From an optimization exercise on the open Yosys and OpenROAD flow, aimed at small area, a short achievable clock period and few clock cycles per item; shortcuts taken in it are not production practice. The RTL was checked by simulation tests, not by an equivalence proof against the original design. Power and IR drop assume default switching activity.

## job 101
## tbacc
module tbacc (
    input  wire         clk,
    input  wire         rst,
    input  wire         cmd_valid,
    output wire         cmd_ready,
    input  wire [7:0]   cmd_op,
    input  wire [63:0]  cmd_a,
    input  wire [63:0]  cmd_b,
    output wire         rsp_valid,
    output wire [7:0]   rsp_status,
    output wire [63:0]  rsp_data,
    output wire         mem_req,
    output wire         mem_wide,
    output wire [31:0]  mem_addr,
    input  wire         mem_ack,
    input  wire [63:0]  mem_rdata,
    input  wire         mem_err,
    output wire [63:0]  value_o,
    output wire [15:0]  status_o
);
Settings: LEC_CHECK=0, CAP_MARGIN=20, CORE_MARGIN=2, CORE_UTILIZATION=40, PLACE_DENSITY=0.6, SLEW_MARGIN=20, TNS_END_PERCENT=0; clock period 12.5 ns.
standard.sh (not shown) runs the stock make flow with config.mk's settings and CLKGATE_MAP_FILE= SYNTH_SCRIPT=/design/flow/synth_recipe.tcl, a recipe that flattens the netlist after the stock synthesis.
==> flow/flow/run.sh <==
#!/bin/bash
set -euo pipefail
bash standard.sh SETUP_SLACK_MARGIN=9 "BUFFER_PORTS_ARGS=-buffer_cell sky130_fd_sc_hd__buf_4" finish > standard.log 2>&1
Testbench counts of job 101, summed over its fixed seeds: cycles 16,824, hashes 384.
[inputs] job 102 vs job 101
--- a/flow/design.v
+++ b/flow/design.v
@@ -291,24 +291,28 @@
         if (rd_ack & (mem_err | !more)) rd_n = 1'b0;
     end
     wire cap    = cmd_valid & ready_q;
     wire hold_n = cap | (vq & !ex);
     wire [2:0] c_n = c + ap_n[2:0];    
     wire n8  = ready_q ? d_8  : o8;
     wire n16 = ready_q ? d_16 : o16;
     wire n32 = ready_q ? d_32 : o32;
     wire n64 = ready_q ? d_64 : o64;
     wire nb  = ready_q ? d_b  : ob;
     wire tchunk_n = n64 | (n32 & c_n[2]) | (n16 & c_n[2] & c_n[1]) | (n8 & (c_n == 3'd7));
     wire ready_n = !rd_n & (!hold_n | (!blk_n & !nb & !(tchunk_n & m_busy_next)));
+    wire fin_n  = init_x ? 1'b0 : (core_f2 ? 1'b1 : fin);
+    wire nz_n   = nz | x_rv | x_wrap | x_nohash | errq;
+    wire early  = cap & d_b & !cmd_a[31] & !cmd_b[31] & (cmd_b[31:0] != 32'd0) &
+                  !nz_n & !fin_n & !blk_n;
     always @(posedge clk) begin
         if (rst) begin
             ready_q   <= 1'b1;
             vq        <= 1'b0;
             value     <= 64'd1;
             fin       <= 1'b1;
             fault     <= 3'd0;
             nz        <= 1'b0;
             blk       <= 1'b0;
             rd        <= 1'b0;
             bm        <= 1'b0;
             mreq      <= 1'b0;
@@ -330,29 +334,34 @@
                 nz    <= 1'b1;
             end else if (x_nohash) begin
                 fault <= 3'd1;
                 nz    <= 1'b1;
             end else if (errq) begin
                 fault <= 3'd4;
                 nz    <= 1'b1;
             end
             if (x_bytes)
                 bm <= 1'b1;
             else if (bytes_done | errq)
                 bm <= 1'b0;
-            if (x_bytes) begin
+            if (early) begin
+                mreq  <= 1'b1;
+                mwide <= (cmd_a[2:0] == 3'd0) && (cmd_b[31:3] != 29'd0);
+            end else if (x_bytes) begin
                 mreq  <= 1'b1;
                 mwide <= (a_q[2:0] == 3'd0) && (b_q[31:3] != 29'd0);
+            end
+            if (x_bytes)
                 gcnt  <= 3'd0;
-            end else if (rd_ack) begin
+            if (rd_ack) begin
                 if (mem_err) begin
                     mreq <= 1'b0;
                 end else begin
                     mreq  <= more;
                     mwide <= wide_n;
                     gcnt  <= gend ? 3'd0 : gcnt + 3'd1;
                 end
             end
             gdone <= rd_ack & !mem_err & gend;
             errq  <= rd_ack & mem_err;
             rsp_q     <= x_simple | bytes_done | errq | core_rl;
         end
--- outcome ---
Synthesized cell count ended up 166 higher on job 102 than on job 101.
Job 102 finished every stage and its layout cleared the timing, DRC and antenna checks.
Minimum period implied by the final worst setup slack: job 102 vs job 101 up 0.079 ns
Taking job 101 as the reference, in job 102 flip-flop and latch count was more or less identical, minimum setup slack among reg-to-reg paths down 0.08 ns.
Job 101 → job 102: least setup slack across all paths after layout -0.079 ns, post-cts gate resize count rose 21, xor/xnor share of the synthesized area now sits lower, final design utilization moved down, mean routed wirelength per cell went down about 1.7%.
Compared with job 101, in job 102 sequential share of cell area fell 0.42 points; final setup skew up 0.014 ns.
On maximum clock insertion buffer count, job 102 tracks job 101 almost exactly.
Testbench counts of job 102, summed over its fixed seeds: cycles 16,276, hashes 384.

---

Setup of the baseline:
tbacc, a different RTL version from the one above (not shown whole).
Size: roughly 5200 cells after synthesis, roughly 390 I/O pins, ~47000 sq um of cells after synthesis.
Settings: LEC_CHECK=0, CAP_MARGIN=20, CORE_MARGIN=2, CORE_UTILIZATION=40, PLACE_DENSITY=0.6, SLEW_MARGIN=20, TNS_END_PERCENT=0; clock period 12.5 ns.
Scripts as last shown in full above: flow/flow/run.sh
The final layout from the baseline, which completed every stage, passed the timing, DRC and antenna checks at the end of the flow.
Testbench counts of the baseline, summed over its fixed seeds: cycles 16,282, hashes 384.
Input changes introduced in the candidate (baseline for comparison: the baseline):
diff --git a/flow/design.v b/flow/design.v
--- a/flow/design.v
+++ b/flow/design.v
@@ -571,21 +571,21 @@
     reg         nz;                     
     reg  [63:0] m;                      
     reg         blk;                    
     reg         rd;                     
     reg         bm;                     
     reg         mreq, mwide;
     reg  [2:0]  gcnt;                   
     reg         gdone;                  
     reg  [3:0]  gn;                     
     reg         errq;                   
-    reg         rsp_q, rsp_fin_q;
+    reg         rsp_q;
     wire d_init = (cmd_op == 8'h01);
     wire d_8    = (cmd_op == 8'h10);
     wire d_16   = (cmd_op == 8'h11);
     wire d_32   = (cmd_op == 8'h12);
     wire d_64   = (cmd_op == 8'h13) || (cmd_op == 8'h14);
     wire d_b    = (cmd_op == 8'h18);
     wire d_f    = (cmd_op == 8'h20);
     wire d_rv   = !(d_init || d_8 || d_16 || d_32 || d_64 || d_b || d_f);
     wire [2:0] c = value[58:56];
     wire typed = o8 | o16 | o32 | o64;
@@ -621,22 +621,21 @@
     wire        fin_load;
     wire [63:0] m_n = chunk_wr ? ap_chunk : value;
     wire [63:0] dig;
     tbacc_sipcore u_core (
         .clk(clk), .rst(rst), .init(init_x), .seed0(a_q), .seed1(b_q),
         .chunk_wr(chunk_wr), .fin_go(fin_x), .m(m), .xin(m_n),
         .m_busy(m_busy), .m_busy_next(m_busy_next), .fin_load(fin_load),
         .f2(core_f2), .rl(core_rl), .dig(dig)
     );
     wire        rd_ack  = rd & mem_ack;
-    reg  [31:0] cur;                    
-    wire [31:0] cur_n   = cur + (mwide ? 32'd8 : 32'd1);
+    wire [31:0] cur_n   = a_q[31:0] + (mwide ? 32'd8 : 32'd1);
     wire [31:0] rem_n   = b_q[31:0] - (mwide ? 32'd8 : 32'd1);
     wire        more    = (rem_n != 32'd0);
     wire        wide_n  = (cur_n[2:0] == 3'd0) && (rem_n[31:3] != 29'd0);
     wire        gend    = mwide | (cur_n[2:0] == 3'd0) | !more;
     wire        bytes_done = gdone & !rd;
     reg  [63:0] value_n;
     always @(*) begin
         if (init_x)
             value_n = 64'd0;
         else if (ap_en)
@@ -678,21 +677,20 @@
             fin       <= 1'b1;
             fault     <= 3'd0;
             nz        <= 1'b0;
             blk       <= 1'b0;
             rd        <= 1'b0;
             bm        <= 1'b0;
             mreq      <= 1'b0;
             gdone     <= 1'b0;
             errq      <= 1'b0;
             rsp_q     <= 1'b0;
-            rsp_fin_q <= 1'b0;
         end else begin
             ready_q <= ready_n;
             vq      <= ready_q ? cmd_valid : (vq & !ex);
             value   <= value_n;
             blk     <= blk_n;
             rd      <= rd_n;
             if (init_x)
                 fin <= 1'b0;
             else if (core_f2)
                 fin <= 1'b1;
@@ -712,75 +710,70 @@
                 bm <= 1'b0;
             if (early) begin
                 mreq  <= 1'b1;
                 mwide <= (cmd_a[2:0] == 3'd0) && (cmd_b[31:3] != 29'd0);
             end else if (x_bytes) begin
                 mreq  <= 1'b1;
                 mwide <= (a_q[2:0] == 3'd0) && (b_q[31:3] != 29'd0);
             end
             if (x_bytes)
                 gcnt  <= 3'd0;
-            if (early)
-                cur <= cmd_a[31:0];
-            else if (x_bytes)
-                cur <= a_q[31:0];
-            else if (rd_ack & !mem_err)
-                cur <= cur_n;
             if (rd_ack) begin
                 if (mem_err) begin
                     mreq <= 1'b0;
                 end else begin
                     mreq  <= more;
                     mwide <= wide_n;
                     gcnt  <= gend ? 3'd0 : gcnt + 3'd1;
                 end
             end
             gdone <= rd_ack & !mem_err & gend;
             errq  <= rd_ack & mem_err;
             rsp_q     <= x_simple | bytes_done | errq | core_rl;
-            rsp_fin_q <= core_rl;
         end
     end
     always @(posedge clk)
         if (rd_ack)
             gn <= mwide ? 4'd8 : {1'b0, gcnt} + 4'd1;
     always @(posedge clk)
         if (chunk_wr | fin_load)
             m <= m_n;
-        else if (core_rl)
-            m <= dig;
+    reg  [63:0] dig_q;
+    always @(posedge clk)
+        dig_q <= dig & {64{core_rl}};
     integer i;
     always @(posedge clk) begin
         if (ready_q) begin
             a_q <= cmd_a;
             b_q <= cmd_b;
             oi  <= d_init;
             o8  <= d_8;
             o16 <= d_16;
             o32 <= d_32;
             o64 <= d_64;
             ob  <= d_b;
             of  <= d_f;
             orv <= d_rv;
         end else if (rd_ack & !mem_err) begin
+            a_q[31:0] <= cur_n;
             b_q[31:0] <= rem_n;
             if (mwide) begin
                 b_q[63:32] <= mem_rdata[31:0];
                 a_q[63:32] <= mem_rdata[63:32];
             end else begin
                 for (i = 0; i < 4; i = i + 1)
                     if (gcnt == i) b_q[32 + 8*i +: 8] <= mem_rdata[7:0];
                 for (i = 0; i < 4; i = i + 1)
                     if (gcnt == i + 4) a_q[32 + 8*i +: 8] <= mem_rdata[7:0];
             end
         end
     end
     assign cmd_ready  = ready_q;
     assign rsp_valid  = rsp_q;
     assign rsp_status = {5'd0, fault};
-    assign rsp_data   = m & {64{rsp_fin_q}};
+    assign rsp_data   = dig_q;
     assign mem_req    = mreq;
     assign mem_wide   = mwide;
-    assign mem_addr   = cur;
+    assign mem_addr   = a_q[31:0];
     assign value_o    = value;
     assign status_o   = {5'd0, fault, 6'd0, nz, fin};
 endmodule
### Flow results
[compare] base=the baseline new=the candidate: largest stage delay on the critical path -100 ps, via count moved down, register-to-register slack grew by 490 ps, growth of design area from synthesis to finish went up by 1.2 points, hold slack now sits higher. The candidate finished every step from synthesis to the final layout, and the layout passed the timing, DRC and antenna checks. Sequential share of layout area sits higher in the candidate than in the baseline. As far as share of synthesized registers carrying an async set or reset is concerned, the baseline and the candidate perform about the same. Reported leakage power delta for the candidate relative to the baseline: 1.5% higher. The candidate vs. the baseline: post-CTS setup buffer count moved up; final instance area fell 0.47%.
Testbench counts of the candidate, summed over its fixed seeds: cycles 16,282, hashes 384.

---

before:
RTL: one of the versions met above, not the one the previous note started from.
For scale: roughly 620 flip-flops, about 46,000 sq um of cells after synthesis.
// tbacc
module tbacc (
    input  wire         clk,
    input  wire         rst,
    input  wire         cmd_valid,
    output wire         cmd_ready,
    input  wire [7:0]   cmd_op,
    input  wire [63:0]  cmd_a,
    input  wire [63:0]  cmd_b,
    output wire         rsp_valid,
    output wire [7:0]   rsp_status,
    output wire [63:0]  rsp_data,
    output wire         mem_req,
    output wire         mem_wide,
    output wire [31:0]  mem_addr,
    input  wire         mem_ack,
    input  wire [63:0]  mem_rdata,
    input  wire         mem_err,
    output wire [63:0]  value_o,
    output wire [15:0]  status_o
);
==> flow/config.mk <==
export PLATFORM = sky130hd
export DESIGN_NAME = tbacc
export DESIGN_NICKNAME = tbacc
export VERILOG_FILES = /design/flow/design.v
export SDC_FILE = /design/flow/constraint.sdc
export NUM_CORES = 4
export LEC_CHECK = 0
export CAP_MARGIN = 20
export CORE_MARGIN = 2
export CORE_UTILIZATION = 45
export PLACE_DENSITY = 0.65
export SLEW_MARGIN = 20
export TNS_END_PERCENT = 0
==> flow/constraint.sdc <==
create_clock -name core_clock -period 12.5 [get_ports {clk}]
set_input_delay 2.5000 -clock core_clock [delete_from_list [all_inputs] [get_ports {clk}]]
set_output_delay 2.5000 -clock core_clock [all_outputs]
set_load 0.01 [all_outputs]
==> flow/flow/run.sh <==
#!/bin/bash
set -euo pipefail
bash standard.sh SETUP_SLACK_MARGIN=9 "BUFFER_PORTS_ARGS=-buffer_cell sky130_fd_sc_hd__buf_1" finish > standard.log 2>&1
Testbench counts of before, summed over its fixed seeds: cycles 16,282, hashes 384.
Relative to before, the following input files were edited for after:
-- flow/design.v --
<<< before, line 664
    wire nb  = ready_q ? d_b  : ob;
    wire tchunk_n = n64 | (n32 & c_n[2]) | (n16 & c_n[2] & c_n[1]) | (n8 & (c_n == 3'd7));
    wire rd_c   = (rd & !(rd_ack & (mem_err | !more))) | (vq & ob);
    wire blk_c  = (blk & !(bytes_done | errq | core_rl)) | (vq & (ob | of));
    wire ready_n = !rd_c & (!hold_n | (!blk_c & !nb & !(tchunk_n & m_busy_next)));
    wire ok_n   = !nz & !(vq & (orv | (!oi & fin) | of)) &
                  (!blk | bytes_done | core_rl) & (!fin | (vq & oi));
    wire early  = cap & d_b & !cmd_a[31] & !cmd_b[31] & (cmd_b[31:0] != 32'd0) & ok_n;
    always @(posedge clk) begin
        if (rst) begin
>>> after, line 664
    wire nb  = ready_q ? d_b  : ob;
    wire tchunk_n = n64 | (n32 & c_n[2]) | (n16 & c_n[2] & c_n[1]) | (n8 & (c_n == 3'd7));
    wire ready_n = !rd_n & (!hold_n | (!blk_n & !nb & !(tchunk_n & m_busy_next)));
    wire fin_n  = init_x ? 1'b0 : (core_f2 ? 1'b1 : fin);
    wire nz_n   = nz | x_rv | x_wrap | x_nohash | errq;
    wire early  = cap & d_b & !cmd_a[31] & !cmd_b[31] & (cmd_b[31:0] != 32'd0) &
                  !nz_n & !fin_n & !blk_n;
    always @(posedge clk) begin
        if (rst) begin
Results
- Lower post-route minimum period goes to before over after.
- Going from before to after, the wire length of the first global-routing pass was found to have gone down by 4.2%.
- In after the utilization turned out 1.0 points lower than in before.
- after vs before — number of non-clock buffers in the layout dropped by more than 10%
- Sort after and before by final hold slack, ascending, and after comes first.
- Looking at heaviest power group, the clock result is from after; the sequential cells one comes from before.
- Per the comparison of after with before, worst setup slack lower; peak ir drop on the vdd network lower; final instance area lower; wire length lower; area of the mapped netlist lower.
Testbench counts of after, summed over its fixed seeds: cycles 16,276, hashes 384.

---

tbacc, a different RTL version from the one above (not shown whole).
Size: ~5100 cells after synthesis, roughly 46000 µm² of cells after synthesis.
Settings: LEC_CHECK=0, CAP_MARGIN=20, CORE_MARGIN=2, CORE_UTILIZATION=40, PLACE_DENSITY=0.6, SLEW_MARGIN=20, TNS_END_PERCENT=0; clock period 12.5 ns.
==> flow/flow/run.sh <==
#!/bin/bash
set -euo pipefail
bash standard.sh SETUP_SLACK_MARGIN=9 "BUFFER_PORTS_ARGS=-buffer_cell sky130_fd_sc_hd__buf_4" finish > standard.log 2>&1
Testbench counts at the start, summed over its fixed seeds: cycles 16,136, hashes 384.
Edit:
--- a/flow/design.v
+++ b/flow/design.v
@@ -463,19 +463,19 @@
             h1_q     <= 1'b0;
             cmp2_q   <= 1'b0;
             f2_q     <= 1'b0;
             rl_q     <= 1'b0;
             mb_q     <= 1'b0;
         end else begin
             cs <= cs_n;
             if (init || cs_n == S_F1)
                 fin_pend <= 1'b0;
-            else if (fin_go && !cs[3])
+            else if (fin_go)
                 fin_pend <= 1'b1;
             busy_q <= (cs_n != S_IDLE);
             h1_q   <= (cs_n == S_C1) || (cs_n[3] && !cs_n[0]);
             cmp2_q <= (cs_n == S_C2) || (cs_n == S_F2);
             f2_q   <= (cs_n == S_F2);
             rl_q   <= (cs_n == S_RL);
             mb_q   <= (cs_n == S_C1);
         end
     end
@@ -613,35 +613,34 @@
     wire        ap_en  = x_typed | gdone;
     wire [63:0] ap_value, ap_chunk;
     wire        ap_cv;
     tbacc_tailbuf u_tailbuf (
         .value(value), .src(ap_src), .n(ap_n),
         .new_value(ap_value), .chunk(ap_chunk), .chunk_valid(ap_cv)
     );
     assign chunk_wr = ap_en & ap_cv;
     wire        fin_load;
-    reg  [63:0] value_n;
-    wire [63:0] m_n = chunk_wr ? ap_chunk : value_n;
-    wire        efin;
+    wire [63:0] m_n = chunk_wr ? ap_chunk : value;
     wire [63:0] dig;
     tbacc_sipcore u_core (
         .clk(clk), .rst(rst), .init(init_x), .seed0(a_q), .seed1(b_q),
-        .chunk_wr(chunk_wr), .fin_go(fin_x | efin), .m(m), .xin(m_n),
+        .chunk_wr(chunk_wr), .fin_go(fin_x), .m(m), .xin(m_n),
         .m_busy(m_busy), .m_busy_next(m_busy_next), .fin_load(fin_load),
         .f2(core_f2), .rl(core_rl), .dig(dig)
     );
     wire        rd_ack  = rd & mem_ack;
     wire [31:0] cur_n   = a_q[31:0] + (mwide ? 32'd8 : 32'd1);
     wire [31:0] rem_n   = b_q[31:0] - (mwide ? 32'd8 : 32'd1);
     wire        more    = (rem_n != 32'd0);
     wire        wide_n  = (cur_n[2:0] == 3'd0) && (rem_n[31:3] != 29'd0);
     wire        gend    = mwide | (cur_n[2:0] == 3'd0) | !more;
     wire        bytes_done = gdone & !rd;
+    reg  [63:0] value_n;
     always @(*) begin
         if (init_x)
             value_n = 64'd0;
         else if (ap_en)
             value_n = ap_value;
         else if (core_f2)
             value_n = 64'd1;
         else
             value_n = value;
@@ -658,25 +657,23 @@
     wire cap    = cmd_valid & ready_q;
     wire hold_n = cap | (vq & !ex);
     wire [2:0] c_n = c + ap_n[2:0];    
     wire n8  = ready_q ? d_8  : o8;
     wire n16 = ready_q ? d_16 : o16;
     wire n32 = ready_q ? d_32 : o32;
     wire n64 = ready_q ? d_64 : o64;
     wire nb  = ready_q ? d_b  : ob;
     wire tchunk_n = n64 | (n32 & c_n[2]) | (n16 & c_n[2] & c_n[1]) | (n8 & (c_n == 3'd7));
-    wire rd_c   = (rd & !(rd_ack & (mem_err | !more))) | (vq & ob);
-    wire blk_c  = (blk & !(bytes_done | errq | core_rl)) | (vq & (ob | of));
-    wire ready_n = !rd_c & (!hold_n | (!blk_c & !nb & !(tchunk_n & m_busy_next)));
-    wire ok_n   = !nz & !(vq & (orv | (!oi & fin) | of)) &
-                  (!blk | bytes_done | core_rl) & (!fin | (vq & oi));
-    assign efin = cap & d_f & ok_n;
-    wire early  = cap & d_b & !cmd_a[31] & !cmd_b[31] & (cmd_b[31:0] != 32'd0) & ok_n;
+    wire ready_n = !rd_n & (!hold_n | (!blk_n & !nb & !(tchunk_n & m_busy_next)));
+    wire fin_n  = init_x ? 1'b0 : (core_f2 ? 1'b1 : fin);
+    wire nz_n   = nz | x_rv | x_wrap | x_nohash | errq;
+    wire early  = cap & d_b & !cmd_a[31] & !cmd_b[31] & (cmd_b[31:0] != 32'd0) &
+                  !nz_n & !fin_n & !blk_n;
     always @(posedge clk) begin
         if (rst) begin
             ready_q   <= 1'b1;
             vq        <= 1'b0;
             value     <= 64'd1;
             fin       <= 1'b1;
             fault     <= 3'd0;
             nz        <= 1'b0;
             blk       <= 1'b0;
=>
- The new run finished with timing, DRC and antenna clean
- count of clock-buffer cells in the layout shrinks by 5
- clock skew came out higher by 0.012 ns
- combinational power came out higher slightly
- total power drops by a few percent
- first-iteration DRC count goes up slightly
- wire length came out lower by a little under a tenth
- critical path depth drops by 1
- non-clock buffer count went up by 27
- hold slack stays flat
- final area came out lower by a few percent
Testbench counts after the change, summed over its fixed seeds: cycles 16,276, hashes 384.

-- port drivers added, routing unchanged --
The results above use ideal ports. As a check the final layouts listed here were re-extracted and re-timed, cells and wires unchanged.
Step 1 (the two cells are an assumption about what drives the block):
set clk [get_ports {clk}]
set_driving_cell -lib_cell sky130_fd_sc_hd__clkbuf_16 $clk
set_driving_cell -lib_cell sky130_fd_sc_hd__buf_2 [delete_from_list [all_inputs] $clk]
Step 2 moves the port delays by t, midway between the first and last clock arrival at a register: inputs arrive t later, outputs are due t later. That takes back most of the time a late clock gives input paths.
Slacks: no drivers / after step 1 / after step 2; pairs: no drivers / after step 1.
| run | shift t [ns] | setup WS [ns] | slew at the worst register clock pin (ns) |
|---|---|---|---|
| job 101 | 0.752 | 7.690 / 7.690 / 7.690 | 0.07 / 0.07 |
| job 102 | 0.745 | 7.611 / 7.611 / 7.260 | 0.07 / 0.07 |
| the baseline | 0.760 | 7.842 / 7.842 / 7.259 | 0.07 / 0.07 |
| the candidate | 0.735 | 8.334 / 8.299 / 7.819 | 0.07 / 0.07 |
| before | 0.742 | 8.369 / 8.369 / 7.846 | 0.07 / 0.07 |
| after | 0.756 | 8.036 / 8.036 / 7.880 | 0.07 / 0.07 |
| the first run of note 4 | 0.764 | 7.865 / 7.865 / 7.201 | 0.07 / 0.07 |
| the second run of note 4 | 0.761 | 8.184 / 8.184 / 7.911 | 0.07 / 0.07 |
After both steps setup and hold are still met in every run listed. The setup slack of the first run of note 4, which loses most, moves by 0.000 ns with the drivers and by -0.664 ns with both steps.
